What follows belongs to an exercise in optimizing a design on an open flow for small area, a short achievable clock period and few clock cycles; a production flow would make more cautious choices.
In this exercise RTL edits were held to simulation tests only and were not proved equivalent to the original.

`flow/flow/run.sh`:
```
#!/bin/bash
# Standard ORFS layout (the standard.sh, standard synthesis unchanged)
# with these changes to how the layout is made:
#  - higher core utilisation (fewer tap cells, shorter wires)
#  - port buffers of the smallest buffer cell
set -euo pipefail
bash standard.sh \
    CORE_UTILIZATION=55 \
    SETUP_SLACK_MARGIN=10 \
    TNS_END_PERCENT=10 \
    "BUFFER_PORTS_ARGS=-buffer_cell sky130_fd_sc_hd__buf_1" \
    finish > make.log 2>&1
```
`flow/standard.sh`:
```
#!/bin/bash
# synth_recipe.tcl (not shown) runs the flow's synth.tcl, then flattens the netlist and writes it again
# the make line also repeats each setting of config.mk as NAME=value (left out here)
make -C /OpenROAD-flow-scripts/flow DESIGN_CONFIG=/design/flow/config.mk WORK_HOME=/design/flow/orfs CLKGATE_MAP_FILE= SYNTH_SCRIPT=/design/flow/synth_recipe.tcl "${@:-finish}"
```
`flow/config.mk`:
```
export PLATFORM = sky130hd
export DESIGN_NAME = flowtex_core
export DESIGN_NICKNAME = flowtex_core
export VERILOG_FILES = /design/flow/design.v
export SDC_FILE = /design/flow/constraint.sdc
export NUM_CORES = 4
export LEC_CHECK = 0
export CAP_MARGIN = 20
export CORE_MARGIN = 2
export CORE_UTILIZATION = 30
export SLEW_MARGIN = 20
```
`flow/constraint.sdc`:
```
create_clock -name core_clock -period 25.0 [get_ports {clk}]
set_input_delay 5.0000 -clock core_clock [delete_from_list [all_inputs] [get_ports {clk}]]
set_output_delay 5.0000 -clock core_clock [all_outputs]
set_load 0.01 [all_outputs]
```
`flow/design.v`:
```
module flowtex_core (
    input  wire         clk,
    input  wire         rst,
    input  wire         cmd_valid,
    input  wire [7:0]   cmd,
    output wire         cmd_ready,
    input  wire [255:0] frame_in,
    input  wire [23:0]  raw_flow_in,
    input  wire [23:0]  raw_range_in,
    input  wire [31:0]  alpha_in,
    input  wire [7:0]   order_in,
    input  wire [31:0]  value_in,
    output reg          rsp_valid,
    output reg  [1:0]   rsp_status,
    output wire [31:0]  rsp_value,
    output reg          df_valid,
    output reg  [23:0]  df_flow,
    output reg  [15:0]  df_temp,
    output reg  [23:0]  df_range,
    output reg  [79:0]  df_serial,
    output reg  [31:0]  df_fwver,
    output reg  [31:0]  df_fwcs,
    output reg  [31:0]  cfg_alpha,
    output wire [7:0]   cfg_order
);
    localparam integer  MAX_ORDER     = 8;
    localparam [31:0]   DEFAULT_ALPHA = 32'h3F000000;    
    localparam [31:0]   DEFAULT_OM    = 32'h3F000000;    
    localparam [3:0]    DEFAULT_ORDER = 4'd1;
    localparam [31:0]   ONE           = 32'h3F800000;
    localparam [1:0] ST_OK = 2'd0, ST_CHECKSUM = 2'd1, ST_CFG_IGNORED = 2'd2,
                     ST_ILLEGAL = 2'd3;
    localparam [7:0] OP_DECODE = 8'h01, OP_CONVERT = 8'h02, OP_CONFIGURE = 8'h03,
                     OP_RESET = 8'h04, OP_PROCESS = 8'h05, OP_GETVALUE = 8'h06;
    localparam [1:0] R_ZERO = 2'd0, R_CACHED = 2'd1, R_CONV = 2'd2;
    reg        st_cv;                       
    reg        st_pa;                       
    reg        st_pb;                       
    reg        st_pc;                       
    wire       idle = !(st_cv || st_pa || st_pb || st_pc);
    reg        init;                        
    reg [31:0] cached;
    reg [31:0] stage [0:MAX_ORDER-1];
    reg [MAX_ORDER-1:0] zs;                 
    reg [3:0]  order;
    reg [31:0] om;                          
    reg        omc;                         
    reg [31:0] m1, m2;
    reg [2:0]  idx;                         
    reg [2:0]  rp;                          
    reg        c0;                          
    reg        lastf;                       
    reg        cv_neg;
    reg [1:0]  rsel;
    assign cmd_ready = idle;
    assign cfg_order = {4'd0, order};
    wire accept = cmd_valid && idle;
    reg [7:0] gsum;
    integer   k;
    always @(*) begin
        gsum = 8'd0;
        for (k = 0; k < 32; k = k + 1)
            gsum = gsum + frame_in[8*k +: 8];
    end
    wire        raw_neg = raw_flow_in[23];
    wire [22:0] raw_neg23 = 23'd0 - raw_flow_in[22:0];
    wire [22:0] mag = raw_neg ? raw_neg23 : raw_flow_in[22:0];
    wire        cv_zero = (raw_flow_in[22:0] == 23'd0) || (raw_range_in == 24'd0);
    wire [31:0] div_q;
    ftx_cdiv u_cdiv (.p(m2), .q(div_q));
    wire alpha_ok = !alpha_in[31] && (alpha_in[30:0] != 31'd0) &&
                    (alpha_in[30:0] < ONE[30:0]);
    wire order_ok = (order_in >= 8'd1) && (order_in <= MAX_ORDER);
    wire cfg_ok   = alpha_ok && order_ok;
    wire [31:0] stage_r = zs[rp] ? 32'd0 : stage[rp];
    wire        selm2   = st_cv || (st_pb && c0);
    wire [31:0] mul_a   = st_pb ? om : st_cv ? m1 : cfg_alpha;
    wire [31:0] mul_b   = selm2 ? m2 : stage_r;
    wire [31:0] mul_y, add_y;
    ftx_fmul u_fmul (.a(mul_a), .b(mul_b), .imode(st_cv), .y(mul_y));
    ftx_fadd u_fadd (.a(m1), .b(m2), .y(add_y));
    assign rsp_value = (rsel == R_CACHED) ? cached :
                       (rsel == R_CONV)   ? {cv_neg, div_q[30:0]} : 32'd0;
    wire acc_cv  = accept && cmd == OP_CONVERT;
    wire acc_cf  = accept && cmd == OP_CONFIGURE;
    wire acc_pr  = accept && cmd == OP_PROCESS;
    always @(posedge clk) begin
        if (acc_cv) begin
            m1     <= {9'd0, mag};
            m2     <= {8'd0, raw_range_in};
            cv_neg <= raw_neg;
        end else if (acc_cf) begin
            m1 <= ONE;
            m2 <= {~alpha_in[31], alpha_in[30:0]};
        end else begin
            if (acc_pr || st_pa || st_pc)
                m1 <= mul_y;
            if (acc_pr)
                m2 <= value_in;
            else if (st_pb || st_cv)
                m2 <= mul_y;
        end
        if (acc_pr) begin
            idx   <= 3'd0;
            rp    <= 3'd0;
            c0    <= 1'b1;
            lastf <= (order == 4'd1);
        end else if (st_pb) begin
            rp    <= idx + 3'd1;
        end else if (st_pc) begin
            idx   <= idx + 3'd1;
            rp    <= lastf ? 3'd0 : idx;
            c0    <= 1'b0;
            lastf <= ({1'b0, idx} + 4'd2 == order);
        end
    end
    reg [MAX_ORDER-1:0] wmask;
    integer w;
    always @(*)
        for (w = 0; w < MAX_ORDER; w = w + 1)
            wmask[w] = (w < order);
    wire        wr_in = accept && (cmd == OP_RESET || (cmd == OP_PROCESS && !init));
    wire [31:0] wdata = st_pc ? add_y : value_in;
    always @(posedge clk)
        for (w = 0; w < MAX_ORDER; w = w + 1)
            if ((wr_in && wmask[w]) || (st_pc && idx == w))
                stage[w] <= wdata;
    always @(posedge clk) begin
        if (rst) begin
            st_cv      <= 1'b0;
            st_pa      <= 1'b0;
            st_pb      <= 1'b0;
            st_pc      <= 1'b0;
            rsp_valid  <= 1'b0;
            df_valid   <= 1'b0;
            df_flow    <= 24'd0;
            df_temp    <= 16'd0;
            df_range   <= 24'd0;
            df_serial  <= 80'd0;
            df_fwver   <= 32'd0;
            df_fwcs    <= 32'd0;
            cfg_alpha  <= DEFAULT_ALPHA;
            order      <= DEFAULT_ORDER;
            om         <= DEFAULT_OM;
            omc        <= 1'b0;
            init       <= 1'b0;
            cached     <= 32'd0;
            zs         <= {MAX_ORDER{1'b1}};
        end else begin
            rsp_valid <= 1'b0;
            omc       <= 1'b0;
            if (omc)
                om <= add_y;
            if (accept) begin
                rsp_status <= ST_OK;
                rsel       <= R_ZERO;
                case (cmd)
                    OP_DECODE: begin
                        rsp_valid <= 1'b1;
                        if (gsum != 8'd0) begin
                            rsp_status <= ST_CHECKSUM;
                        end else begin
                            df_flow   <= frame_in[23:0];
                            df_temp   <= frame_in[47:32];
                            df_range  <= frame_in[79:56];
                            df_serial <= frame_in[167:88];
                            df_fwver  <= frame_in[207:176];
                            df_fwcs   <= frame_in[247:216];
                            df_valid  <= 1'b1;
                        end
                    end
                    OP_CONVERT: begin
                        if (cv_zero)
                            rsp_valid <= 1'b1;           
                        else
                            st_cv <= 1'b1;
                    end
                    OP_CONFIGURE: begin
                        rsp_valid <= 1'b1;
                        if (cfg_ok) begin
                            cfg_alpha <= alpha_in;
                            order     <= order_in[3:0];
                            omc       <= 1'b1;
                        end else begin
                            rsp_status <= ST_CFG_IGNORED;
                        end
                    end
                    OP_RESET: begin
                        rsp_valid <= 1'b1;
                        zs        <= zs & ~wmask;
                    end
                    OP_PROCESS: begin
                        if (!init)
                            zs <= zs & ~wmask;
                        init  <= 1'b1;
                        st_pa <= !init;
                        st_pb <= init;
                    end
                    OP_GETVALUE: begin
                        rsp_valid <= 1'b1;
                        rsel      <= R_CACHED;
                    end
                    default: begin
                        rsp_valid  <= 1'b1;
                        rsp_status <= ST_ILLEGAL;
                    end
                endcase
            end
            if (st_cv) begin
                st_cv     <= 1'b0;
                rsp_valid <= 1'b1;
                rsel      <= R_CONV;
            end
            if (st_pa) begin
                st_pa <= 1'b0;
                st_pb <= 1'b1;
            end
            if (st_pb) begin
                st_pb <= 1'b0;
                st_pc <= 1'b1;
            end
            if (st_pc) begin
                zs[idx] <= 1'b0;
                st_pc   <= 1'b0;
                if (lastf) begin
                    cached    <= add_y;
                    rsp_valid <= 1'b1;
                    rsel      <= R_CACHED;
                end else begin
                    st_pb <= 1'b1;
                end
            end
        end
    end
endmodule
module ftx_fmul (
    input  wire [31:0] a,
    input  wire [31:0] b,
    input  wire        imode,     
    output wire [31:0] y
);
    localparam [31:0] QNAN = 32'h7FC00000;
    wire [7:0] ea = a[30:23], eb = b[30:23];
    wire a_max  = (ea == 8'hFF), b_max = (eb == 8'hFF);
    wire a_fz   = (a[22:0] == 0), b_fz = (b[22:0] == 0);
    wire a_nan  = a_max && !a_fz;
    wire b_nan  = b_max && !b_fz;
    wire a_inf  = a_max && a_fz;
    wire b_inf  = b_max && b_fz;
    wire a_zero = (ea == 8'h00) && a_fz;
    wire b_zero = (eb == 8'h00) && b_fz;
    wire sign   = a[31] ^ b[31];
    wire an = (ea != 0), bn = (eb != 0);
    wire [23:0] ma = imode ? a[23:0] : {an, a[22:0]};
    wire [23:0] mb = imode ? b[23:0] : {bn, b[22:0]};
    wire signed [9:0] e0 = imode ? 10'sd174 :
        $signed({2'b0, an ? ea : 8'd1}) + $signed({2'b0, bn ? eb : 8'd1}) - 10'sd126;
    wire [31:0] yr;
    assign y = imode ? yr :
               (a_nan || b_nan || (a_inf && b_zero) || (a_zero && b_inf)) ? QNAN :
               (a_inf || b_inf) ? {sign, 8'hFF, 23'd0} :
               (a_zero || b_zero) ? {sign, 31'd0} : yr;
    function [4:0] lzc24;
        input [23:0] v;
        integer j;
        begin
            lzc24 = 5'd24;
            for (j = 0; j < 24; j = j + 1)
                if (v[j]) lzc24 = 5'd23 - j[4:0];
        end
    endfunction
    wire [47:0] prod = ma * mb;
    wire [5:0]  lin  = {1'b0, lzc24(ma)} + {1'b0, lzc24(mb)};
    wire signed [10:0] em1 = {e0[9], e0} - 11'sd1;            
    wire               big = (em1 >= $signed({5'd0, lin}));
    wire               more = (em1 > $signed({5'd0, lin}));
    wire [5:0]         l1  = big ? lin : em1[5:0];
    wire               neg = e0[9] || (e0 == 10'd0);
    wire [9:0]         rsh = 10'd1 - e0;
    wire [5:0]         rs  = (rsh > 10'd26) ? 6'd26 : rsh[5:0];
    wire [6:0]         u0  = neg ? 7'd47 + {1'b0, rs} : 7'd47 - {1'b0, l1};
    wire [152:0]       ext = {80'd0, prod, 25'd0};
    wire [88:0]        f6  = u0[6] ? ext[64 +: 89] : ext[0 +: 89];
    wire [56:0]        f5  = u0[5] ? f6[32 +: 57] : f6[0 +: 57];
    wire [40:0]        f4  = u0[4] ? f5[16 +: 41] : f5[0 +: 41];
    wire [32:0]        f3  = u0[3] ? f4[8 +: 33]  : f4[0 +: 33];
    wire [28:0]        f2  = u0[2] ? f3[4 +: 29]  : f3[0 +: 29];
    wire [26:0]        f1  = u0[1] ? f2[2 +: 27]  : f2[0 +: 27];
    wire [25:0]        win = u0[0] ? f1[1 +: 26]  : f1[0 +: 26];
    reg  [47:0]        below;
    integer            j2;
    always @(*)
        for (j2 = 0; j2 < 48; j2 = j2 + 1)
            below[j2] = ({1'b0, j2[6:0]} + 8'd25 < {1'b0, u0});
    wire               st_lo = |(prod & below);
    wire         one    = big && more && !neg && !win[25];
    wire [23:0]  m      = one ? win[24:1] : win[25:2];
    wire         guard  = one ? win[0] : win[1];
    wire         sticky = st_lo | (!one && win[0]);
    wire [9:0]   ebx    = neg ? 10'd0 : e0 - 10'd1 - {4'd0, l1} - {9'd0, one};
    ftx_fp_round u_round (
        .sign(sign & !imode), .eb(ebx), .m(m), .guard(guard),
        .sticky(sticky), .result(yr)
    );
endmodule
module ftx_fadd (
    input  wire [31:0] a,
    input  wire [31:0] b,
    output reg  [31:0] y
);
    localparam [31:0] QNAN = 32'h7FC00000;
    wire a_max = (a[30:23] == 8'hFF), b_max = (b[30:23] == 8'hFF);
    wire a_nan = a_max && (a[22:0] != 0);
    wire b_nan = b_max && (b[22:0] != 0);
    wire a_inf = a_max && (a[22:0] == 0);
    wire b_inf = b_max && (b[22:0] == 0);
    wire        swap = (b[30:0] > a[30:0]);
    wire [31:0] x = swap ? b : a;
    wire [31:0] z = swap ? a : b;
    wire [7:0]  ex = x[30:23], ez = z[30:23];
    wire        xn = (ex != 0), zn = (ez != 0);
    wire [23:0] mx = {xn, x[22:0]};
    wire [23:0] mz = {zn, z[22:0]};
    wire [7:0]  ex_eff = xn ? ex : 8'd1;
    wire [7:0]  d = ex - ez - {7'd0, zn ^ xn};
    wire        subtract = x[31] ^ z[31];
    wire [4:0]  ds = (d > 8'd27) ? 5'd27 : d[4:0];
    wire [25:0] mz_sh = {mz, 2'b00} >> ds;
    reg  [23:0] zbelow;                     
    integer     j2;
    always @(*)
        for (j2 = 0; j2 < 24; j2 = j2 + 1)
            zbelow[j2] = (j2 + 2 < ds);
    wire [26:0] mz_ext  = {mz_sh, |(mz & zbelow)};
    wire [26:0] mx_ext  = {mx, 3'b000};
    wire [27:0] fsum = subtract ? ({1'b0, mx_ext} - {1'b0, mz_ext})
                                : ({1'b0, mx_ext} + {1'b0, mz_ext});
    reg  [23:0] fm;
    reg         fg, fs;
    reg  [8:0]  feb;
    always @(*) begin
        if (fsum[27]) begin
            fm = fsum[27:4]; fg = fsum[3]; fs = |fsum[2:0];
            feb = {1'b0, ex_eff};
        end else if (fsum[26] || ex_eff == 8'd1) begin
            fm = fsum[26:3]; fg = fsum[2]; fs = |fsum[1:0];
            feb = {1'b0, ex_eff} - 9'd1;
        end else begin
            fm = fsum[25:2]; fg = fsum[1]; fs = fsum[0];
            feb = {1'b0, ex_eff} - 9'd2;
        end
    end
    wire [24:0] cz   = d[0] ? {1'b0, mz} : {mz, 1'b0};
    wire [24:0] cdif = {mx, 1'b0} - cz;
    reg  [4:0]  clz;
    integer     i;
    always @(*) begin
        clz = 5'd25;
        for (i = 0; i <= 24; i = i + 1)
            if (cdif[i]) clz = 5'd24 - i[4:0];
    end
    wire [8:0]  exm1 = {1'b0, ex_eff} - 9'd1;
    wire        clim = ({4'd0, clz} > exm1);
    wire [4:0]  cl   = clim ? exm1[4:0] : clz;
    wire [24:0] cs   = cdif << cl;
    wire [8:0]  ceb  = exm1 - {4'd0, cl};
    wire        close = subtract && (d[7:1] == 7'd0);
    wire        zero  = close ? (cdif == 25'd0) : (fsum == 28'd0);
    wire [31:0] rounded;
    ftx_fp_round u_round (
        .sign(x[31]),
        .eb({1'b0, close ? ceb : feb}),
        .m(close ? cs[24:1] : fm),
        .guard(close ? cs[0] : fg),
        .sticky(close ? 1'b0 : fs),
        .result(rounded)
    );
    always @(*) begin
        if (a_nan || b_nan || (a_inf && b_inf && (a[31] != b[31])))
            y = QNAN;
        else if (a_inf)
            y = a;
        else if (b_inf)
            y = b;
        else if (zero)
            y = {a[31] & b[31], 31'd0};
        else
            y = rounded;
    end
endmodule
module ftx_fp_round (
    input  wire        sign,
    input  wire [9:0]  eb,
    input  wire [23:0] m,
    input  wire        guard,
    input  wire        sticky,
    output wire [31:0] result
);
    wire        up = guard & (sticky | m[0]);
    wire [32:0] r  = {eb, m[22:0]} + {9'd0, m[23], 23'd0} + {32'd0, up};
    assign result = (r[32:23] >= 10'd255) ? {sign, 8'hFF, 23'd0} : {sign, r[30:0]};
endmodule
module ftx_cdiv (
    input  wire [31:0] p,
    output wire [31:0] q
);
    wire [22:0] l    = p[22:0];
    wire [7:0]  ep   = p[30:23];
    wire        c22  = &l[21:0];                 
    wire        g    = l[22] ^ c22;              
    wire        hi1  = (l == 23'h7FFFFE);
    wire        hi2  = (l == 23'h7FFFFF);
    wire [22:0] frac = l + {21'd0, g, !g};       
    assign q = (hi1 || hi2) ? {1'b0, ep - 8'd22, 22'd0, hi2}
                            : {1'b0, ep - 8'd23, frac};
endmodule
```
==> results of run 1 <==
==> Yosys cell counts (37+ instances only) <==
| master | n | area (µm²) |
|---|---|---|
| edfxtp_1 | 309 | 9280 |
| dfxtp_1 | 348 | 6970 |
| a21o_1 | 107 | 803 |
| mux2i_1 | 272 | 2720 |
| o31ai_1 | 38 | 285 |
| nor2_1 | 609 | 2290 |
| a32o_1 | 53 | 531 |
| inv_1 | 878 | 3300 |
| o211ai_1 | 54 | 405 |
| fa_1 | 674 | 13500 |
| nand2_1 | 1468 | 5510 |
| nor3_1 | 188 | 941 |
| mux2_2 | 56 | 631 |
| nand2b_1 | 47 | 294 |
| nand3_1 | 136 | 681 |
| or3_1 | 40 | 250 |
| a31oi_1 | 73 | 457 |
| xnor2_1 | 190 | 1660 |
| a22o_1 | 51 | 447 |
| a211oi_1 | 71 | 533 |
| a21oi_1 | 662 | 3310 |
| xor2_1 | 111 | 972 |
| a22oi_1 | 38 | 285 |
| o21ai_0 | 362 | 1810 |
| nor4_1 | 70 | 438 |
| buf_2 | 37 | 185 |
| o22ai_1 | 74 | 463 |
| buf_1 | 46 | 173 |
| o21a_1 | 47 | 353 |
| clkbuf_1 | 412 | 1550 |
| and3_1 | 48 | 300 |
| nand4_1 | 55 | 344 |
| ha_1 | 380 | 4750 |
| nor2b_1 | 71 | 444 |
| and2_1 | 103 | 644 |
==> cell usage in the layout (no fill, tap or decap), types with 42 or more instances in the layout <==
master / count
and2_1: 103
o22ai_1: 65
nor2_1: 604
nor2b_1: 69
a21o_1: 105
nand3_1: 135
mux2_2: 56
a31oi_1: 69
nand2b_1: 46
o21a_1: 46
xor2_1: 110
and3_1: 46
inv_1: 877
nand2_1: 1458
buf_1: 664
a32o_1: 53
edfxtp_1: 309
fa_1: 674
nor3_1: 184
buf_4: 203
nand4_1: 55
xnor2_1: 187
o21ai_0: 330
a21oi_1: 648
clkbuf_16: 79
mux2i_1: 267
dfxtp_1: 342
diode_2: 42
o211ai_1: 54
a22o_1: 48
ha_1: 380
nor4_1: 63
a211oi_1: 70
==> flip-flops by register name, indices dropped and copies added, names as in the netlist, 2 cells and up <==
register / flops
cached: 32
m2: 32
df_range: 24
df_fwver: 32
stage: 256
m1: 32
idx: 3
cfg_alpha: 32
df_temp: 16
order: 4
rsel: 2
zs: 8
om: 32
df_fwcs: 32
df_serial: 80
df_flow: 24
rsp_status: 2
rp: 3
==> metal layers <==
layer / up-vias / part of all wire [%] / track usage, %
met5: - / 0.22 / 3.39
met2: 6685 / 41 / 73.1
met4: 54 / 9.3 / 36.3
li1: 31500 / - / -
met1: 36700 / 33 / 58.3
met3: 1908 / 16 / 26.1
==> kinds of logic after synthesis <==
| logic type | after synthesis | synth area share, % |
|---|---|---|
| mux | 354 | 5.29 |
| flops | 657 | 22.0 |
| buf+inv | 1413 | 7.47 |
| compound gates | 2082 | 18.6 |
| simple gates | 2983 | 18.2 |
| fa+ha+maj | 1060 | 24.8 |
| other cells | 1 | 0.00508 |
| xor+xnor | 304 | 3.66 |
==> final timing paths <==
check / slack [ps] / start / end
max: 10200 / m1[25]$_SDFFE_PP0P_ / stage[2][22]$_DFFE_PP_
min reg2reg: 450 / df_fwcs[30]$_SDFFE_PP0P_ / df_fwcs[30]$_SDFFE_PP0P_
min: 450 / df_fwcs[30]$_SDFFE_PP0P_ / df_fwcs[30]$_SDFFE_PP0P_
max reg2reg: 10200 / m1[25]$_SDFFE_PP0P_ / stage[2][22]$_DFFE_PP_
==> through the flow <==
stage | instance area (µm²) | hold WS (ps) | cells
2_1_floorplan | 73800 | 423 | 8857
3_3_place_gp | 78200 | 436 | 11000
3_5_place_dp | 78300 | 444 | 11000
4_1_cts | 81200 | 454 | 11100
5_1_grt | 82000 | 466 | 11200
6_report | 82100 | 454 | 11200
==> cell type report <==
class,count,area [µm²]
Timing Repair Buffer,896,4460
Antenna cell,42,105
Inverter,886,3340
Tap cell,1768,2210
Sequential cell,657,16300
Clock inverter,49,583
Multi-Input combinational cell,6790,53100
Fill cell,11300,51200
Clock buffer,93,2040
==> worst max-delay path: cells and delay by family, from the launching register on <==
kind | cells | cell delay, ps
buf+inv | 3 | 640
simple gates | 11 | 3460
flops | 1 | 490
fa+ha+maj | 5 | 1740
xor+xnor | 2 | 490
mux | 2 | 460
compound gates | 28 | 7180
==> timing repair <==
item	in CTS	in global routing
gates resized for setup	56	100
setup endpoints to repair	382	382
pin swaps	1	6
cloned	2	3
setup buffers	4	26
hold buffers	0	0
==> metrics list, run 1 <==
- Delay of the slowest cell on the worst path: 790 ps
* Per-instance average area after synthesis: 8.33 µm²
- Total of buffers placed on input and output ports: 667
- At the later pin of the worst-skew pair, clock insertion delay measures 730 ps.
- Via/cell ratio: 6.87
- Summing the sequential cell areas from Yosys gives 22.0% of the chip area.
- Chip Height: 370 µm
* Wire per inst: 32.3 µm
* Hold WC Path Type: register to register
* Final setup margin: 10200 ps
* Layout check failures: max-capacitance violations, max-slew violations
- At the end of the flow, the number of nets in the layout was 10700.
- Required time of the critical path: 25440 ps
- In this run the standard cell core region covers 0.133 mm².
* Initial antenna violation count: 56
- The congestion estimate from routability-driven global placement came to 1.25.
- Buffers inserted during clock tree synthesis total 76.
- Startpoint kind of the worst setup timing path: register
- Drt first-iter violations: 12200
- The floorplan step defined a die boundary enclosing 0.137 mm².
* Mapped cell area: 0.0738 mm²
* Top fanout value on the critical path: 30
- Htree depth: 3
* TritonCTS Sinks: 657
* CTS tree: built
- Counting cells, the worst reg-to-reg path comes to 51.
- Counting flops with a built-in enable in the synthesized netlist gives 309.
* Status: finished with violations
* Number of detailed-route iterations in the first pass: 14
- Pin count of the biggest net entering global routing: 212
- Of the available clock period, the critical path in the final layout requires 59.2%.
* Max cap viols: 1
* Layout cell share with drive strength beyond 1: 7.84%
- At the worst endpoint, the arrival time is 15240 ps.
- Worst path most repeated cell: a21oi_1
- The Yosys step of the flow raised 4 warnings.
- For the final routed database, the setup TNS stands at 0 ps.
* Worst-case clock buffer depth: 3
- Tot GR Track Use: 51.0%
- Fraction of registers with async set or reset after synthesis: 0%
* Number of register bits inferred by synthesis: 657
- Vias in the first global route: 72900
* Slew Limit Fails: 5
* Critical Setup Path Class: register to register
* Global-route wire length before repair: 508000 µm
- Clock root buffer: clkbuf_16
* Max Clk Rate: 67.6 MHz
- Setup violations remaining at the end of the flow were counted as 0.
- Half-perimeter wire length of the detailed placement result: 280000 µm
- Crit path capture type: register
- The area growth from synthesis to layout is 11.3%.
* Worst path slowest cell: nor2_1
- Summing over every cut layer, the via total after detailed routing is 76900.
- Overall routed net length: 361000 µm
- Clock-pin slew was measured on the worst setup and hold paths at 60 ps.
* Ports placed on the boundary: 672
- Worst setup timing slack at the placement stage: 8260 ps
- Final Util: 61.6%
- Post-synthesis cell type count: 129
- The worst hold path was traced through 2 stages.
- Final count of hold timing violations: 0
- Die X-Extent: 370 µm
- Headroom to the max-slew limit came out at -40.1%.
- For the pin with the worst max-slew slack, the measured transition is 2090 ps.
* Remaining Overflow, GRT: 0
* Initial Util: 55.4%
* Dominant synthesized flop cell: dfxtp_1
- After floorplanning, the core was divided into 134 placement rows.
* Antenna Violating Nets Remaining: 0
- In the routed design, unresolved DRC markers number 0.
- Number of cells produced by synthesis: 8854
- For the final database, setup skew stands at 53.5 ps.
- The worst path in the final design needs a cycle of 14800 ps, including I/O delays and setup.
- Unrepaired setup endpoints after global routing: yes
Testbench counts, summed over its fixed seeds: cycles 26,048.
==> inputs of run 2 (changes only) <==
--- a/flow/design.v
+++ b/flow/design.v
@@ -55,13 +55,19 @@
     assign cmd_ready = idle;
     assign cfg_order = {4'd0, order};
     wire accept = cmd_valid && idle;
-    reg [7:0] gsum;
+    reg [7:0] csa [0:91];
     integer   k;
     always @(*) begin
-        gsum = 8'd0;
         for (k = 0; k < 32; k = k + 1)
-            gsum = gsum + frame_in[8*k +: 8];
+            csa[k] = frame_in[8*k +: 8];
+        for (k = 0; k < 30; k = k + 1) begin
+            csa[32 + 2*k] = csa[3*k] ^ csa[3*k+1] ^ csa[3*k+2];
+            csa[33 + 2*k] = ((csa[3*k] & csa[3*k+1]) | (csa[3*k] & csa[3*k+2]) |
+                             (csa[3*k+1] & csa[3*k+2])) << 1;
+        end
     end
+    wire [7:0] cs_s = csa[90], cs_c = csa[91];
+    wire       sum_zero = ((cs_s ^ cs_c) == {cs_s[6:0] | cs_c[6:0], 1'b0});
     wire        raw_neg = raw_flow_in[23];
     wire [22:0] raw_neg23 = 23'd0 - raw_flow_in[22:0];
     wire [22:0] mag = raw_neg ? raw_neg23 : raw_flow_in[22:0];
@@ -157,7 +163,7 @@
                 case (cmd)
                     OP_DECODE: begin
                         rsp_valid <= 1'b1;
-                        if (gsum != 8'd0) begin
+                        if (!sum_zero) begin
                             rsp_status <= ST_CHECKSUM;
                         end else begin
                             df_flow   <= frame_in[23:0];
@@ -297,7 +303,9 @@
     wire [23:0]  m      = one ? win[24:1] : win[25:2];
     wire         guard  = one ? win[0] : win[1];
     wire         sticky = st_lo | (!one && win[0]);
-    wire [9:0]   ebx    = neg ? 10'd0 : e0 - 10'd1 - {4'd0, l1} - {9'd0, one};
+    wire [9:0]   eb1    = e0 - 10'd1 - {4'd0, l1};
+    wire [9:0]   eb2    = e0 - 10'd2 - {4'd0, l1};
+    wire [9:0]   ebx    = neg ? 10'd0 : one ? eb2 : eb1;
     ftx_fp_round u_round (
         .sign(sign & !imode), .eb(ebx), .m(m), .guard(guard),
         .sticky(sticky), .result(yr)
@@ -314,16 +322,19 @@
     wire b_nan = b_max && (b[22:0] != 0);
     wire a_inf = a_max && (a[22:0] == 0);
     wire b_inf = b_max && (b[22:0] == 0);
-    wire        swap = (b[30:0] > a[30:0]);
+    wire        an = (a[30:23] != 0), bn = (b[30:23] != 0);
+    wire [7:0]  ea = an ? a[30:23] : 8'd1;           
+    wire [7:0]  eb = bn ? b[30:23] : 8'd1;
+    wire [8:0]  dab = {1'b0, ea} - {1'b0, eb};
+    wire [8:0]  dba = {1'b0, eb} - {1'b0, ea};
+    wire        swap = dab[8];                       
     wire [31:0] x = swap ? b : a;
     wire [31:0] z = swap ? a : b;
-    wire [7:0]  ex = x[30:23], ez = z[30:23];
-    wire        xn = (ex != 0), zn = (ez != 0);
-    wire [23:0] mx = {xn, x[22:0]};
-    wire [23:0] mz = {zn, z[22:0]};
-    wire [7:0]  ex_eff = xn ? ex : 8'd1;
-    wire [7:0]  d = ex - ez - {7'd0, zn ^ xn};
-    wire        subtract = x[31] ^ z[31];
+    wire [7:0]  ex_eff = swap ? eb : ea;
+    wire [7:0]  d = swap ? dba[7:0] : dab[7:0];
+    wire [23:0] mx = {swap ? bn : an, x[22:0]};
+    wire [23:0] mz = {swap ? an : bn, z[22:0]};
+    wire        subtract = a[31] ^ b[31];
     wire [4:0]  ds = (d > 8'd27) ? 5'd27 : d[4:0];
     wire [25:0] mz_sh = {mz, 2'b00} >> ds;
     reg  [23:0] zbelow;                     
@@ -351,7 +362,10 @@
         end
     end
     wire [24:0] cz   = d[0] ? {1'b0, mz} : {mz, 1'b0};
-    wire [24:0] cdif = {mx, 1'b0} - cz;
+    wire [25:0] cd1  = {1'b0, mx, 1'b0} - {1'b0, cz};
+    wire [24:0] cd2  = {mz, 1'b0} - {mx, 1'b0};      
+    wire        cneg = cd1[25];
+    wire [24:0] cdif = cneg ? cd2 : cd1[24:0];
     reg  [4:0]  clz;
     integer     i;
     always @(*) begin
@@ -366,9 +380,10 @@
     wire [8:0]  ceb  = exm1 - {4'd0, cl};
     wire        close = subtract && (d[7:1] == 7'd0);
     wire        zero  = close ? (cdif == 25'd0) : (fsum == 28'd0);
+    wire        sgn   = (close && cneg) ? z[31] : x[31];
     wire [31:0] rounded;
     ftx_fp_round u_round (
-        .sign(x[31]),
+        .sign(sgn),
         .eb({1'b0, close ? ceb : feb}),
         .m(close ? cs[24:1] : fm),
         .guard(close ? cs[0] : fg),
@@ -397,7 +412,8 @@
     output wire [31:0] result
 );
     wire        up = guard & (sticky | m[0]);
-    wire [32:0] r  = {eb, m[22:0]} + {9'd0, m[23], 23'd0} + {32'd0, up};
+    wire [9:0]  eh = eb + {9'd0, m[23]};
+    wire [32:0] r  = {eh, m[22:0]} + {32'd0, up};
     assign result = (r[32:23] >= 10'd255) ? {sign, 8'hFF, 23'd0} : {sign, r[30:0]};
 endmodule
 module ftx_cdiv (
==> flow/flow/run.sh (replaced) <==
#!/bin/bash
# Standard ORFS layout (the standard.sh, standard synthesis unchanged)
# with these changes to how the layout is made:
#  - core utilisation 40 (the default), above the design's 30
#  - port buffers of the smallest buffer cell
set -euo pipefail
bash standard.sh \
    CORE_UTILIZATION=40 \
    SETUP_SLACK_MARGIN=14 \
    TNS_END_PERCENT=10 \
    "BUFFER_PORTS_ARGS=-buffer_cell sky130_fd_sc_hd__buf_1" \
    finish > make.log 2>&1
==> metrics list, run 2 <==
* Proportion of netlist area held by the largest area contributor: 17.4% (-0.93 points)
- Sequential cell area: 0.0163 mm² (about the same)
- The total standard cell area after synthesis came to 0.0777 mm² (+5.3%).
- Hold WC Path Type: register to register
- Final Cycle Share: 54.4% (-4.8 points)
* Layout cell share with drive strength beyond 1: 14.6% (+6.7 points)
* Initial Util: 40.3% (-15 points)
- Final count of hold timing violations: 0 (unchanged)
- The mean number of vias per cell is 6.40 (-6.9%).
- Remaining DRCs: 0 (unchanged)
- The die width was 445 µm (+20%).
- Max transition margin: 7.26% (+47 points)
- Most common cell in the synthesized netlist: nand2_1
- The number of placed instances, taps included was 12300 (+12%).
* Total of buffers placed on input and output ports: 667 (unchanged)
- Leaving out fill and tap cells, the most frequent cell in the layout is nand2_1.
- Max cap viols: 0 (-1)
* Number of register bits inferred by synthesis: 657 (unchanged)
- Area inside the core boundary: 0.193 mm² (+45%)
- Htree depth: 3 (unchanged)
* Area grow syn2layout: 20.9%
- Shortest period the worst path allows: 13600 ps (-1200 ps)
* Library cell with the largest summed area after synthesis: fa_1
* Required time of the critical path: 25480 ps (+40 ps)
* Initial antenna violation count: 55 (-1.8%)
- The global-route usage over all layers is 41.0% (-10 points).
- Antenna Violating Nets Remaining: 0 (unchanged)
- TritonCTS built the clock tree.
* Final weighted congestion in routability-driven placement: 1.13 (-9.2%)
- Dominant synthesized flop cell: dfxtp_1
- In this design, the critical path's most frequently occurring cell is fa_1.
- Wire per inst: 33.1 µm (+2.4%)
- Largest regs: stage x256, df_serial x80
- The post-synthesis xor/xnor area fraction came to 3.83% (+0.16 points).
* Overall routed net length: 425000 µm (+18%)
* Inserted Clock Buffers: 76 (unchanged)
- The critical path is of the register to register type.
- Vias after detailed routing: 82100 (+6.8%)
- Area of the multi-input gates: 0.0597 mm² (+12%)
- The total negative slack was 0 ps (unchanged).
* Per-instance average area after synthesis: 8.27 µm² (-0.77%)
* Die footprint: 0.198 mm² (+44%)
- Commonest cells in the synthesized netlist: nand2_1, inv_1, nor2_1, fa_1, a21oi_1
* TritonCTS Sinks: 657 (unchanged)
- Worst-case clock buffer depth: 3 (unchanged)
- Slew Limit Fails: 0 (-5)
* Vias in the first global route: 76800 (+5.4%)
* Clock-pin slew on the worst setup and hold paths: 60 ps (about the same)
- The worst setup path is captured at a register.
* Number of rows created at floorplan: 161 (+20%)
- The later-pin clock latency in the skew report was 670 ps (-60 ps).
* Main combinational cell family by area after synthesis: adder cells
- The share of synthesized cell area in and, or, nand and nor gates is 19.0% (+0.80 points).
* Global-route wire length before repair: 584000 µm (+15%)
* Register bank with the most flops: stage
* Mux cell area share after synthesis: 5.75% (+0.46 points)
* Final cell count without fillers: 12800 (+15%)
* Number of cells produced by synthesis: 9398 (+6.1%)
* Number of flops mapped to enable cells by yosys: 309 (unchanged)
- Ports placed on the boundary: 672 (unchanged)
- Delay of the slowest cell on the worst path: 630 ps (-160 ps)
- The number of fill cells was 18600 (+65%).
- The violation count after the first detailed-route iteration came to 11000 (-9.7%).
* Final setup vio count: 0 (unchanged)
* Chip Height: 445 µm (+20%)
- Top fanout value on the critical path: 7 (-77%)
- The number of warnings printed during yosys synthesis was 5 (+1).
- Max Clk Rate: 73.5 MHz (+8.8%)
- Clock root buffer: clkbuf_16
- Setup repair after global routing could not meet its margin everywhere.
- The proportion of register bits with asynchronous set or reset after synthesis came to 0% (unchanged).
- The half-perimeter wire length after placement is 325000 µm (+16%).
* Area fraction in compound gates after synthesis: 19.1% (+0.55 points)
* Crit path arrival time: 14080 ps (-1160 ps)
* Least-Margin Pin Slew: 1390 ps (-700 ps)
* Area contributors post-synth: fa_1, edfxtp_1, dfxtp_1
- Number of nets in the finished design: 11600 (+8.2%)
- The worst clock skew came to 33.9 ps (-19.6 ps).
- In the layout the commonest cells are nand2_1, inv_1, nor2_1.
* Portion of the post-synthesis area used by sequential elements: 20.9% (-1.1 points)
- Status: complete, no violations
* Post-synthesis cell type count: 135 (+4.7%)
* Worst path slowest cell: a221oi_1
* Adder and majority cell fraction of the synthesized area: 23.5% (-1.3 points)
* Number of detailed-route iterations in the first pass: 14 (unchanged)
* Startpoint kind of the worst setup timing path: register
- Pin count of the biggest net entering global routing: 86 (-59%)
- The total overflow reported by the global router was 0 (unchanged).
* Max FFs per register: 256 (unchanged)
## run 2: path summary, 6_finish.rpt
kind,startpoint,endpoint,slack (ps),depth (start not counted)
setup reg to reg,rp[0]$_SDFFE_PP0P_,m2[13]$_DFFE_PP_,11400,50
hold / removal,zs[0]$_SDFF_PP1_,zs[0]$_SDFF_PP1_,460,2
hold reg to reg,zs[0]$_SDFF_PP1_,zs[0]$_SDFF_PP1_,460,2
setup / recovery,rp[0]$_SDFFE_PP0P_,m2[13]$_DFFE_PP_,11400,50
## run 2: critical path, delay by kind of cell (launching register included)
kind                     cells  cell delay, ps
AO/OA/AOI/OAI               11            3140
XOR/XNOR                     2            1040
adder cells (fa/ha/maj)      8            3960
buffers and inverters        9            1330
flip-flops                   1             350
multiplexers                 4            1450
AND/OR/NAND/NOR             16            2090
## run 2: per-layer routing
layer / global-route usage (%) / wire length [µm]
met2: 61.3 / 181000
met4: 26.2 / 35200
met1: 52.6 / 161000
met3: 10.7 / 48000
met5: 0 / 204
## run 2: cells by family (layout without fill, tap and decap cells)
group,count (synthesis),in the layout
other cells,1,42
mux,421,421
xor+xnor,337,337
simple gates,3180,3191
fa+ha+maj,1059,1059
compound gates,2179,2182
flops,657,657
buf+inv,1564,2414
## run 2: final cells by class
class	count	share of cell area [%]
repair buffers	1258	8.90
clock inverters	32	0.294
well taps	2526	3.36
diodes	38	0.101
repair inverters	2	0.0146
flip-flops and latches	657	17.3
inverters	1014	4.12
multi-input cells	7194	63.5
clock buffers	108	2.34
## run 2: what timing repair did
item / 4_1_cts / 5_1_grt
gates cloned: 30 / 20
setup endpoints to repair: 592 / 594
hold buffers: 0 / 0
buffers inserted: 166 / 168
pin swaps: 102 / 157
gates resized for setup: 408 / 367
## run 2: per-stage QoR
step                utilization [%]  instance area, µm²  setup WS [ps]  hold slack (ps)
floorplan                         -               78900          11910              423
global placement               43.5               83900           7670              439
detailed placement             43.6               84000           7460              452
CTS                            46.9               90400          11430              462
global route                   48.7               93900          11220              471
finish                         48.7               94000          11400              458
Testbench counts of run 2, summed over its fixed seeds: cycles 26,048.
==> inputs of run 3 (changes only) <==
--- a/flow/design.v
+++ b/flow/design.v
@@ -47,7 +47,7 @@
     reg        omc;                         
     reg [31:0] m1, m2;
     reg [2:0]  idx;                         
-    reg [2:0]  rp;                          
+    reg [31:0] ob;                          
     reg        c0;                          
     reg        lastf;                       
     reg        cv_neg;
@@ -78,10 +78,9 @@
                     (alpha_in[30:0] < ONE[30:0]);
     wire order_ok = (order_in >= 8'd1) && (order_in <= MAX_ORDER);
     wire cfg_ok   = alpha_ok && order_ok;
-    wire [31:0] stage_r = zs[rp] ? 32'd0 : stage[rp];
     wire        selm2   = st_cv || (st_pb && c0);
     wire [31:0] mul_a   = st_pb ? om : st_cv ? m1 : cfg_alpha;
-    wire [31:0] mul_b   = selm2 ? m2 : stage_r;
+    wire [31:0] mul_b   = selm2 ? m2 : ob;
     wire [31:0] mul_y, add_y;
     ftx_fmul u_fmul (.a(mul_a), .b(mul_b), .imode(st_cv), .y(mul_y));
     ftx_fadd u_fadd (.a(m1), .b(m2), .y(add_y));
@@ -108,17 +107,21 @@
         end
         if (acc_pr) begin
             idx   <= 3'd0;
-            rp    <= 3'd0;
             c0    <= 1'b1;
             lastf <= (order == 4'd1);
-        end else if (st_pb) begin
-            rp    <= idx + 3'd1;
         end else if (st_pc) begin
             idx   <= idx + 3'd1;
-            rp    <= lastf ? 3'd0 : idx;
             c0    <= 1'b0;
             lastf <= ({1'b0, idx} + 4'd2 == order);
         end
+        if (st_pb)
+            ob <= stage_n;                  
+        else if (st_pc && !lastf)
+            ob <= add_y;                    
+        else if (wr0)
+            ob <= wdata;
+        else
+            ob <= stage_0;
     end
     reg [MAX_ORDER-1:0] wmask;
     integer w;
@@ -127,6 +130,10 @@
             wmask[w] = (w < order);
     wire        wr_in = accept && (cmd == OP_RESET || (cmd == OP_PROCESS && !init));
     wire [31:0] wdata = st_pc ? add_y : value_in;
+    wire        wr0   = wr_in || (st_pc && idx == 3'd0);     
+    wire [2:0]  nidx  = idx + 3'd1;
+    wire [31:0] stage_0 = zs[0] ? 32'd0 : stage[0];
+    wire [31:0] stage_n = zs[nidx] ? 32'd0 : stage[nidx];
     always @(posedge clk)
         for (w = 0; w < MAX_ORDER; w = w + 1)
             if ((wr_in && wmask[w]) || (st_pc && idx == w))
==> metrics list, run 3 <==
- The worst clock skew was 42.4 ps (+8.55 ps).
- The tightest hold margin came to 454 ps (-3.91 ps).
- Final count of hold timing violations: 0 (unchanged)
* CTS Hold Buffers Added: 0 (unchanged)
- Vias in the first global route: 81100 (+5.6%)
- The later-pin clock latency in the skew report is 730 ps (+60 ps).
- The clock period minus final worst setup slack is 12870 ps (-727 ps).
- Dominant synthesized flop cell: dfxtp_1
- Crit path arrival time: 13330 ps (-750 ps)
* Kind of cell adding the most delay to the critical path: adder cells
* TritonCTS Sinks: 686 (+4.4%)
- Startpoint kind of the worst setup timing path: register
- The vertical die dimension is 448 µm (+0.67%).
- The via count came to 83100 (+1.3%).
- Total of buffers placed on input and output ports: 667 (unchanged)
- The maximum number of pins on one net before global-route repair was 132 (+53%).
- Main combinational cell family by area after synthesis: adder cells
- Yosys Warn Count: 5 (unchanged)
* Placement Cell Area: 0.0849 mm² (+1.1%)
* Area grow syn2layout: 22.9%
- The critical path data required time came to 25460 ps (-20 ps).
- Remaining Overflow, GRT: 0 (unchanged)
- Layout cell share with drive strength beyond 1: 15.5% (+0.95 points)
- Status: complete, no violations
- Hold WC Path Type: register to register
* Max FFs per register: 256 (unchanged)
- The DRC violations left is 0 (unchanged).
* Mapped cell area: 0.0788 mm² (+1.4%)
- Worst setup timing slack at the placement stage: 8900 ps (+1450 ps)
- Most common cell in the synthesized netlist: nand2_1
- Most used cells in the layout excluding fill and tap cells: nand2_1, nor2_1, inv_1
* Number of register bits inferred by synthesis: 686 (+4.4%)
- The initial standard-cell utilization of the core was 40.3% (about the same).
- The violation count after the first detailed-route iteration came to 11100 (+0.83%).
* Commonest cells in the synthesized netlist: nand2_1, nor2_1, inv_1, fa_1, a21oi_1
- The area of the multi-input gates came to 0.0607 mm² (+1.7%).
- The number of nets at the end of the flow was 11900 (+2.3%).
- Final cell count without fillers: 13200 (+2.7%)
* Number of cells produced by synthesis: 9620 (+2.4%)
- The top cell type's share of synthesized area was 17.1% (-0.23 points).
- Half-perimeter wire length of the detailed placement result: 322000 µm (-0.77%)
- The number of buffers on the longest clock path was 3 (unchanged).
- Wire per inst: 32.8 µm (-0.77%)
- The library cell used most frequently in the layout, excluding fill and tap cells, is nand2_1.
- The area of the die was 0.201 mm² (+1.3%).
- Setup repair after global routing could not meet its margin everywhere.
* Slew Limit Fails: 0 (unchanged)
- Clock root buffer: clkbuf_16
* Total buffers and inverters traversed by the critical path: 7 (-2)
* Library cell with the largest summed area after synthesis: fa_1
* Die X-Extent: 448 µm (+0.67%)
- Basic-gate share of the synthesized area counting and, or, nand and nor cells: 19.0% (+0.047 points)
* Clock-pin slew on the worst setup and hold paths: 70 ps (about the same)
- Initial antenna violation count: 33 (-40%)
- Area contributors post-synth: fa_1, edfxtp_1, dfxtp_1
* Critical Setup Path Class: register to register
* Sequential cell area: 0.0169 mm² (+3.5%)
- Final setup margin: 12130 ps (+727 ps)
- Mux cell area share after synthesis: 5.23% (-0.52 points)
- Global-route wire length before repair: 601000 µm (+2.9%)
* Tot GR Track Use: 42.0% (+0.95 points)
- The register with the most flip-flops in the final layout is stage.
- The top achievable clock speed was 77.7 MHz (+5.6%).
* Portion of the post-synthesis area used by sequential elements: 21.4% (+0.46 points)
* Sum of negative setup slack: 0 ps (unchanged)
- Max transition margin: 16.4% (+9.2 points)
- Worst path slowest cell: edfxtp_1
- Final setup vio count: 0 (unchanged)
- The number of synthesized flops with an enable pin is 309 (unchanged).
- Fraction of registers with async set or reset after synthesis: 0% (unchanged)
- The worst setup path is captured at a register.
* Least-Margin Pin Slew: 1250 ps (-138 ps)
- Worst path most repeated cell: fa_1
* Final weighted congestion in routability-driven placement: 1.08 (-4.5%)
- The total core area came to 0.195 mm² (+1.4%).
- The row count was 162 (+0.62%).
- Max cap viols: 0 (unchanged)
* Htree depth: 3 (unchanged)
- The post-synthesis area per instance came to 8.19 µm² (-0.98%).
- The critical path's largest stage delay was 780 ps (+150 ps).
- Overall routed net length: 433000 µm (+1.9%)
- Xor and xnor area share after synthesis: 4.05% (+0.23 points)
- The remaining number of nets flagged by the antenna check after routing is 0 (unchanged).
- The post-route clock period utilization came to 51.5% (-2.9 points).
- The number of placed instances, taps included was 12500 (+2.1%).
- The CTS buffer count is 73 (-3.9%).
- The area share of fa/ha/maj cells after synthesis is 23.3% (-0.24 points).
- The synthesized-area fraction occupied by ao, oa, aoi and oai cells was 19.2% (+0.12 points).
- The number of fill cells is 18900 (+1.3%).
- Largest regs: stage x256, df_serial x80
* Post-synthesis cell type count: 123 (-8.9%)
- Number of detailed-route iterations in the first pass: 10 (-4)
* CTS tree: built
- The mean number of vias per cell is 6.31 (-1.4%).
- The total non-filler cell area in the finished layout came to 0.0968 mm² (+3.1%).
* Ports placed on the boundary: 672 (unchanged)
- The maximum fanout along the worst path came to 11 (+4).
run 3: cell count changes after synthesis, sizes merged, moves of 33 or more:
cell,before,now
nor2,937,1048
nor2b,113,53
a32o,51,8
a21oi,521,574
and2,116,83
nand3,178,223
run 3: per-stage QoR:
stage	utilization [%]
after floorplan	-
after global placement	43.5
after detailed placement	43.5
after CTS	48.6
after global routing	49.5
final	49.5
run 3: layout make-up:
cell class | instances | share of cell area, %
clock buffers | 96 | 2.05
multi-input cells | 7370 | 62.7
repair inverters | 2 | 0.0142
clock inverters | 38 | 0.574
repair buffers | 1349 | 9.93
well taps | 2624 | 3.39
flip-flops and latches | 686 | 17.4
diodes | 23 | 0.0594
inverters | 984 | 3.86
run 3: what timing repair did:
item | CTS | global route
pin swaps | 182 | 107
buffers inserted | 333 | 90
gates cloned | 58 | 4
endpoints found under the setup margin | 623 | 629
resized for setup | 713 | 194
run 3: final timing paths:
kind         depth (start not counted)  slack (ps)                    end                  start
max                                 46       12130        m2[4]$_DFFE_PP_       m1[14]$_DFFE_PP_
min                                  2         450  df_valid$_SDFFE_PP0P_  df_valid$_SDFFE_PP0P_
max reg2reg                         46       12130        m2[4]$_DFFE_PP_       m1[14]$_DFFE_PP_
min reg2reg                          2         450  df_valid$_SDFFE_PP0P_  df_valid$_SDFFE_PP0P_
run 3: logic make-up (layout without fill, tap and decap cells):
group | count (synthesis) | after routing
simple gates | 3282 | 3290
compound gates | 2245 | 2250
buf+inv | 1580 | 2469
fa+ha+maj | 1065 | 1065
flops | 686 | 686
mux | 403 | 403
xor+xnor | 358 | 358
other cells | 1 | 27
run 3: routing by layer:
layer  share of wire [%]  vias to the layer above  global-route usage, %
met1                  34                    40600                   46.3
met2                  44                     5710                   64.9
li1                    -                    35200                      -
met5               0.030                        -                 0.0733
met4                  12                       14                   40.1
met3                  11                     1593                   11.7
run 3: worst reg2reg max path: cells and delay by family (launching register included):
kind	cells	cell delay, ps
multiplexers	1	280
AND/OR/NAND/NOR	12	2700
XOR/XNOR	1	110
AO/OA/AOI/OAI	16	3710
flip-flops	1	780
adder cells (fa/ha/maj)	9	4130
buffers and inverters	7	890
Testbench counts of run 3, summed over its fixed seeds: cycles 26,048.
==> inputs of run 4 (changes only) <==
--- a/flow/design.v
+++ b/flow/design.v
@@ -332,8 +332,14 @@
     wire        an = (a[30:23] != 0), bn = (b[30:23] != 0);
     wire [7:0]  ea = an ? a[30:23] : 8'd1;           
     wire [7:0]  eb = bn ? b[30:23] : 8'd1;
-    wire [8:0]  dab = {1'b0, ea} - {1'b0, eb};
-    wire [8:0]  dba = {1'b0, eb} - {1'b0, ea};
+    wire [8:0]  r0  = {1'b0, a[30:23]} - {1'b0, b[30:23]};
+    wire [8:0]  rp1 = {1'b0, a[30:23]} - {1'b0, b[30:23]} + 9'd1;
+    wire [8:0]  rm1 = {1'b0, a[30:23]} - {1'b0, b[30:23]} - 9'd1;
+    wire [8:0]  dab = (!an && bn) ? rp1 : (an && !bn) ? rm1 : r0;
+    wire [8:0]  q0  = {1'b0, b[30:23]} - {1'b0, a[30:23]};
+    wire [8:0]  qp1 = {1'b0, b[30:23]} - {1'b0, a[30:23]} + 9'd1;
+    wire [8:0]  qm1 = {1'b0, b[30:23]} - {1'b0, a[30:23]} - 9'd1;
+    wire [8:0]  dba = (!bn && an) ? qp1 : (bn && !an) ? qm1 : q0;
     wire        swap = dab[8];                       
     wire [31:0] x = swap ? b : a;
     wire [31:0] z = swap ? a : b;
--- a/flow/flow/run.sh
+++ b/flow/flow/run.sh
@@ -8,5 +8,7 @@
     CORE_UTILIZATION=40 \
     SETUP_SLACK_MARGIN=14 \
     TNS_END_PERCENT=10 \
+    SLEW_MARGIN=35 \
+    CAP_MARGIN=35 \
     "BUFFER_PORTS_ARGS=-buffer_cell sky130_fd_sc_hd__buf_1" \
     finish > make.log 2>&1
==> metrics list, run 4 <==
- The flow ran to the end and the layout has no timing, DRC or antenna violations.
- Delay of the slowest cell on the worst path: 600 ps (-180 ps)
- The half-perimeter wire length after placement is 312000 µm (-3.3%).
* Portion of the post-synthesis area used by sequential elements: 21.3% (about the same)
- The later-pin clock latency in the skew report is 720 ps (about the same).
- Post-synthesis cell type count: 127 (+3.3%)
- Final count of hold timing violations: 0 (unchanged)
- The final critical-path setup slack was 12340 ps (+215 ps).
- Sum of negative setup slack: 0 ps (unchanged)
- The mean number of vias per cell was 6.23 (-1.3%).
* Number of nets in the finished design: 11700 (-2.0%)
- Clock root buffer: clkbuf_16
- The total standard cell area after synthesis is 0.0788 mm² (about the same).
- The total area of sequential cells was 0.0169 mm² (+0.12%).
- Hold WC Path Type: register to register
- The number of instances in the synthesized netlist is 9436 (-1.9%).
- The slew at the pin closest to its max-slew limit is 1110 ps (-138 ps).
* Kind of cell adding the most delay to the critical path: adder cells
- Die X-Extent: 448 µm (about the same)
- Inserted Clock Buffers: 73 (unchanged)
- Proportion of netlist area held by the largest area contributor: 17.1% (about the same)
- The largest registers in the layout are stage x256, df_serial x80.
* Top fanout value on the critical path: 7 (-4)
- The share of final-layout standard cells stronger than drive strength 1 was 14.6% (-0.91 points).
- Number of register bits inferred by synthesis: 686 (unchanged)
- Vias after detailed routing: 80500 (-3.2%)
- Slew Limit Fails: 0 (unchanged)
* Final setup vio count: 0 (unchanged)
* Per-instance average area after synthesis: 8.35 µm² (+2.0%)
- Total buffers and inverters traversed by the critical path: 10 (+3)
- # fillers: 19000 (+0.82%)
- Remaining DRCs: 0 (unchanged)
- In the post-synthesis netlist, the cell with the most instances is nand2_1.
- Area of the multi-input gates: 0.0602 mm² (-0.87%)
- The data arrival time of the worst path was 13110 ps (-220 ps).
* Htree depth: 3 (unchanged)
- Clock-pin slew on the worst setup and hold paths: 60 ps (about the same)
* Die footprint: 0.201 mm² (about the same)
- The number of clock sinks is 686 (unchanged).
- After synthesis, the cell types taking the most area are fa_1, edfxtp_1, dfxtp_1.
- The non-filler instance count after layout came to 12900 (-1.9%).
* Antenna Violating Nets Remaining: 0 (unchanged)
* Number of detailed-route iterations in the first pass: 7 (-3)
- The synthesized design spends more area on one cell type than any other, namely fa_1.
* Worst path most repeated cell: fa_1
* Commonest cells in the synthesized netlist: nand2_1, inv_1, nor2_1, fa_1, a21oi_1
- Dpl cells: 12400 (-1.1%)
* Final Cycle Share: 50.6% (-0.86 points)
- Startpoint kind of the worst setup timing path: register
- Number of rows created at floorplan: 162 (unchanged)
- The library cell used most frequently in the layout, excluding fill and tap cells, is nand2_1.
* Ports placed on the boundary: 672 (unchanged)
* Worst setup timing slack at the placement stage: 7010 ps (-1890 ps)
* Wire per inst: 31.9 µm (-2.7%)
- The maximum number of pins on one net before global-route repair is 166 (+26%).
- Fin Clk Skew: 62.8 ps (+20.3 ps)
* Register bank with the most flops: stage
- Initial antenna violation count: 42 (+27%)
- Max cap viols: 0 (unchanged)
* Yosys Warn Count: 5 (unchanged)
* Vias in the first global route: 77700 (-4.3%)
* Total of buffers placed on input and output ports: 667 (unchanged)
* Remaining Overflow, GRT: 0 (unchanged)
- Required time of the critical path: 25450 ps (about the same)
- Drt first-iter violations: 10100 (-8.6%)
* Dominant synthesized flop cell: dfxtp_1
* Overall routed net length: 413000 µm (-4.5%)
- Max Clk Rate: 79.0 MHz (+1.7%)
- The normalized max-slew margin is 25.6% (+9.1 points).
- The initial standard-cell utilization of the core is 40.3% (about the same).
- Fraction of registers with async set or reset after synthesis: 0% (unchanged)
* Worst-case clock buffer depth: 3 (unchanged)
- Worst path slowest cell: fa_1
- The number of synthesized flops with an enable pin came to 309 (unchanged).
- STA classifies the critical path endpoint as a register.
* Shortest period the worst path allows: 12660 ps (-215 ps)
- Unrepaired setup endpoints after global routing: yes
- CTS Hold Buffers Added: 0 (unchanged)
* Tot GR Track Use: 39.7% (-2.2 points)
* Most used cells in the layout excluding fill and tap cells: nand2_1, inv_1, nor2_1
- TritonCTS built the clock tree.
- Final weighted congestion in routability-driven placement: 1.07 (-1.0%)
* Area grow syn2layout: 21.0%
* Global-route wire length before repair: 572000 µm (-4.8%)
* Chip Height: 448 µm (about the same)
- The flip-flop count of the largest register, all copies and words added came to 256 (unchanged).
- The worst setup path is of the register to register kind.
* Area inside the core boundary: 0.195 mm² (unchanged)
-- run 4: cell types whose count changed in the layout (fill, tap and decap cells not counted), moves of 55 or more --
cell     delta
nor2_1     -89
nand2_1    -72
buf_4      -67
o21ai_0    -58
a22oi_1    +55
mux2i_1    +94
-- run 4: cells by family (layout without fill, tap and decap cells) --
group	count (synthesis)	in the layout	share of synthesized area, %
mux	523	527	6.81
other cells	1	35	0.00476
xor+xnor	367	367	4.13
compound gates	2161	2163	18.7
flops	686	686	21.3
fa+ha+maj	1068	1068	23.3
simple gates	3077	3082	18.0
buf+inv	1553	2374	7.68
-- run 4: worst register-to-register path: cells and delay by family (launching register included) --
family	cells	cell delay, ps
flip-flops	1	460
adder cells (fa/ha/maj)	8	3790
AO/OA/AOI/OAI	13	2750
multiplexers	1	550
XOR/XNOR	2	450
buffers and inverters	10	1490
AND/OR/NAND/NOR	14	2920
-- run 4: area by class of cell --
cell class,instances,share of cell area (%)
clock buffers,91,2.15
multi-input cells,7211,63.1
flip-flops and latches,686,17.7
diodes,31,0.0813
well taps,2624,3.44
inverters,980,3.91
repair inverters,1,0.00918
repair buffers,1260,9.03
clock inverters,42,0.579
-- run 4: repair_timing --
item | in CTS | in global routing
pin swaps | 129 | 125
endpoints found under the setup margin | 624 | 625
gates resized for setup | 563 | 234
setup buffers | 242 | 91
cloned | 36 | 12
-- run 4: final timing paths --
path / from / end / slack [ps] / cells after the start
setup / recovery: st_pb$_SDFF_PP0_ / m2[8]$_DFFE_PP_ / 12340 / 48
hold / removal: zs[7]$_SDFF_PP1_ / zs[7]$_SDFF_PP1_ / 460 / 2
setup reg to reg: st_pb$_SDFF_PP0_ / m2[8]$_DFFE_PP_ / 12340 / 48
hold reg to reg: zs[7]$_SDFF_PP1_ / zs[7]$_SDFF_PP1_ / 460 / 2
-- run 4: per-stage QoR --
step                      cell area, µm²  hold slack, ps  util (%)
after floorplan                    79800             431         -
after global placement             84900             442      43.5
after detailed placement           85100             450      43.6
after CTS                          93100             462      47.7
after global routing               95400             477      48.8
final                              95400             463      48.8
-- run 4: layer usage --
layer / vias to the layer above / track usage (%) / routed length (µm)
met5: - / 0 / 25
met1: 39500 / 45.5 / 142000
li1: 34500 / - / -
met3: 1361 / 8.64 / 40900
met4: 4 / 36.2 / 46400
met2: 5082 / 62.1 / 183000
Testbench counts of run 4, summed over its fixed seeds: cycles 26,048.
==> inputs of run 5 (changes only) <==
--- a/flow/flow/run.sh
+++ b/flow/flow/run.sh
@@ -6,7 +6,7 @@
 set -euo pipefail
 bash standard.sh \
     CORE_UTILIZATION=40 \
-    SETUP_SLACK_MARGIN=14 \
+    SETUP_SLACK_MARGIN=12 \
     TNS_END_PERCENT=10 \
     SLEW_MARGIN=35 \
     CAP_MARGIN=35 \
==> metrics list, run 5 <==
* Final Cycle Share: 51.9% (+1.3 points)
- For hold timing, the worst endpoint is zs[7]$_SDFF_PP1_.
- The remaining number of nets flagged by the antenna check after routing came to 0 (unchanged).
- The area of the die came to 0.201 mm² (unchanged).
- TritonCTS Sinks: 686 (unchanged)
- The total wire length after detailed routing was 416000 µm (+0.85%).
* Final setup vio count: 0 (unchanged)
- Total of buffers placed on input and output ports: 667 (unchanged)
- Critical hold path startpoint: zs[7]$_SDFF_PP1_
* Slew Limit Fails: 0 (unchanged)
- Worst path most repeated cell: fa_1
- Final cell count without fillers: 12900 (-0.50%)
* Hold path depth: 2 (unchanged)
- Area inside the core boundary: 0.195 mm² (unchanged)
- The top cell type's share of synthesized area is 17.1% (unchanged).
- The combined buffer and inverter count along the critical path is 9 (-1).
* Final setup margin: 12030 ps (-318 ps)
- The share of final-layout standard cells stronger than drive strength 1 is 12.7% (-1.9 points).
* Largest regs: stage x256, df_serial x80
- On the critical path, the stage with the largest delay is an instance of fa_1.
* Vias in the first global route: 76600 (-1.3%)
- Number of register bits inferred by synthesis: 686 (unchanged)
- The total negative slack was 0 ps (unchanged).
- Remaining DRCs: 0 (unchanged)
- Most common cell in the synthesized netlist: nand2_1
- The number of nets at the end of the flow came to 11600 (-0.66%).
- Worst-case clock buffer depth: 3 (unchanged)
* Fin Clk Skew: 46.1 ps (-16.6 ps)
- Final count of hold timing violations: 0 (unchanged)
* Die X-Extent: 448 µm (unchanged)
* Wire per inst: 32.4 µm (+1.4%)
* Vias after detailed routing: 79700 (-0.97%)
* FF-to-FF setup slack: 12210 ps (-130 ps)
- The global-route usage over all layers is 40.0% (+0.22 points).
- The number of max-capacitance violations reported was 0 (unchanged).
* Library cell with the largest summed area after synthesis: fa_1
- Most used cells in the layout excluding fill and tap cells: nand2_1, inv_1, nor2_1
- The synthesized-area fraction occupied by ao, oa, aoi and oai cells was 18.7% (unchanged).
* Number of detailed-route iterations in the first pass: 9 (+2)
* Top fanout value on the critical path: 72 (+65)
- By area, the combinational part of the netlist is dominated by adder cells.
* Most frequent standard cell in the layout excluding fill and tap cells: nand2_1
- The H-tree depth reported by CTS was 3 (unchanged).
* Area contributors post-synth: fa_1, edfxtp_1, dfxtp_1
* Dpl cells: 12400 (+0.13%)
- Shortest period the worst path allows: 12970 ps (+318 ps)
* Critical Setup Path Class: input pin to register
* Adder and majority cell fraction of the synthesized area: 23.3% (unchanged)
- Status: complete, no violations
- Crit path arrival time: 13510 ps (+400 ps)
- The worst register-to-register path begins at m2[23]$_DFFE_PP_.
- Register bank with the most flops: stage
* Number of rows created at floorplan: 162 (unchanged)
- The critical path's largest stage delay is 660 ps (+60 ps).
- Clock-pin slew on the worst setup and hold paths: 70 ps (about the same)
- The count of unique library cells instantiated by Yosys came to 127 (unchanged).
- Final Util: 47.7% (-1.1 points)
- Initial antenna violation count: 72 (+71%)
- The tree is rooted in a clkbuf_16.
- The violation count after the first detailed-route iteration is 9865 (-2.6%).
* Max Clk Rate: 77.1 MHz (-2.4%)
* Via/cell ratio: 6.20 (-0.48%)
- The CTS buffer count was 70 (-4.1%).
* Number of cells produced by synthesis: 9436 (unchanged)
* Per-instance average area after synthesis: 8.35 µm² (unchanged)
- The final RePlAce weighted congestion came to 1.07 (-0.69%).
- The normalized max-slew margin was 29.8% (+4.2 points).
run 5: cell types whose count changed in the layout (fill, tap and decap cells not counted), moves of 10 or more:
cell | previous run | this run
a31o_4 | 21 | 11
bufbuf_16 | 20 | 6
o21ai_2 | 39 | 28
o21ai_0 | 282 | 299
ha_1 | 326 | 338
diode_2 | 31 | 45
buf_4 | 467 | 419
a21oi_4 | 26 | 14
clkbuf_1 | 4 | 14
run 5: cells by family (layout without fill, tap and decap cells):
kind of cell,Yosys count,after routing
mux,523,524
flops,686,686
simple gates,3077,3078
compound gates,2161,2162
buf+inv,1553,2304
fa+ha+maj,1068,1068
xor+xnor,367,367
other cells,1,49
run 5: layer usage:
metal	routed length (µm)	up-vias	part of all wire [%]	global-route usage (%)
met2	185000	4829	44	62.9
met1	147000	39300	35	46.1
met4	41900	42	10	32.2
li1	-	34400	-	-
met5	415	-	0.10	0
met3	42400	1178	10	10.1
run 5: layout make-up:
class                   count  area, µm²
well taps                2624       3280
repair buffers           1194       7650
multi-input cells        7203      59000
inverters                 980       3750
flip-flops and latches    686      16900
diodes                     45        113
clock inverters            26        348
fillers                 19300     102000
repair inverters            1       8.76
clock buffers             103       2080
run 5: through the flow:
step | area (µm²) | hold WS (ps)
global placement | 84600 | 445
floorplan | 79200 | 431
finish | 93100 | 463
detailed placement | 84800 | 453
CTS | 89600 | 467
global route | 93100 | 475
run 5: what timing repair did:
action,CTS,global route
pin swaps,46,102
endpoints found under the setup margin,483,474
gates cloned,10,18
gates resized for setup,288,382
buffers inserted,106,160
run 5: worst register-to-register path, delay by kind of cell, from the launching register on:
kind | cells | cell delay (ps)
AO/OA/AOI/OAI | 20 | 4060
XOR/XNOR | 6 | 1220
adder cells (fa/ha/maj) | 5 | 1510
buffers and inverters | 10 | 1880
flip-flops | 1 | 460
multiplexers | 3 | 850
AND/OR/NAND/NOR | 17 | 2660
run 5: how the worst max path moves through the flow:
stage                                 from                         end  slack (ps)  cells after the start
after global routing          frame_in[21]  df_serial[73]$_SDFFE_PP0P_       11710                     28
after global placement    m2[23]$_DFFE_PP_       stage[4][2]$_DFFE_PP_        8340                     65
after floorplan           st_cv$_SDFF_PP0_             m1[0]$_DFFE_PP_       11990                     60
after detailed placement  m2[23]$_DFFE_PP_       stage[4][8]$_DFFE_PP_        8080                     63
final                         frame_in[21]  df_serial[72]$_SDFFE_PP0P_       12030                     28
after CTS                  c0$_SDFFE_PP1P_             m2[4]$_DFFE_PP_       11880                     54

re-timing with driven ports:
Ports are ideal in the flow. The routed layouts listed here were re-timed in OpenROAD. Step 1 (the two cells are an assumption about what drives the block):
set clk [get_ports {clk}]
set_driving_cell -lib_cell sky130_fd_sc_hd__clkbuf_16 $clk
set_driving_cell -lib_cell sky130_fd_sc_hd__buf_2 [delete_from_list [all_inputs] $clk]
Step 2 also shifts input and output timing later by t, the mid clock arrival at the registers, as if the neighbouring blocks saw the same clock. Slacks: ideal ports / drivers / drivers and shift; pairs: ideal ports / drivers.
run	t (ns)	setup WS [ns]	worst slew at a driven data input, ns
run 1	0.793	10.204 / 10.204 / 10.204	0.23
run 2	0.736	11.402 / 11.402 / 11.043	0.29
run 3	0.796	12.129 / 12.129 / 11.628	0.21
run 4	0.770	12.344 / 12.344 / 11.881	0.44
run 5	0.754	12.026 / 12.081 / 11.326	0.38
The setup slack of run 5, which loses most, moves by +0.055 ns with the drivers and by -0.700 ns with both steps.
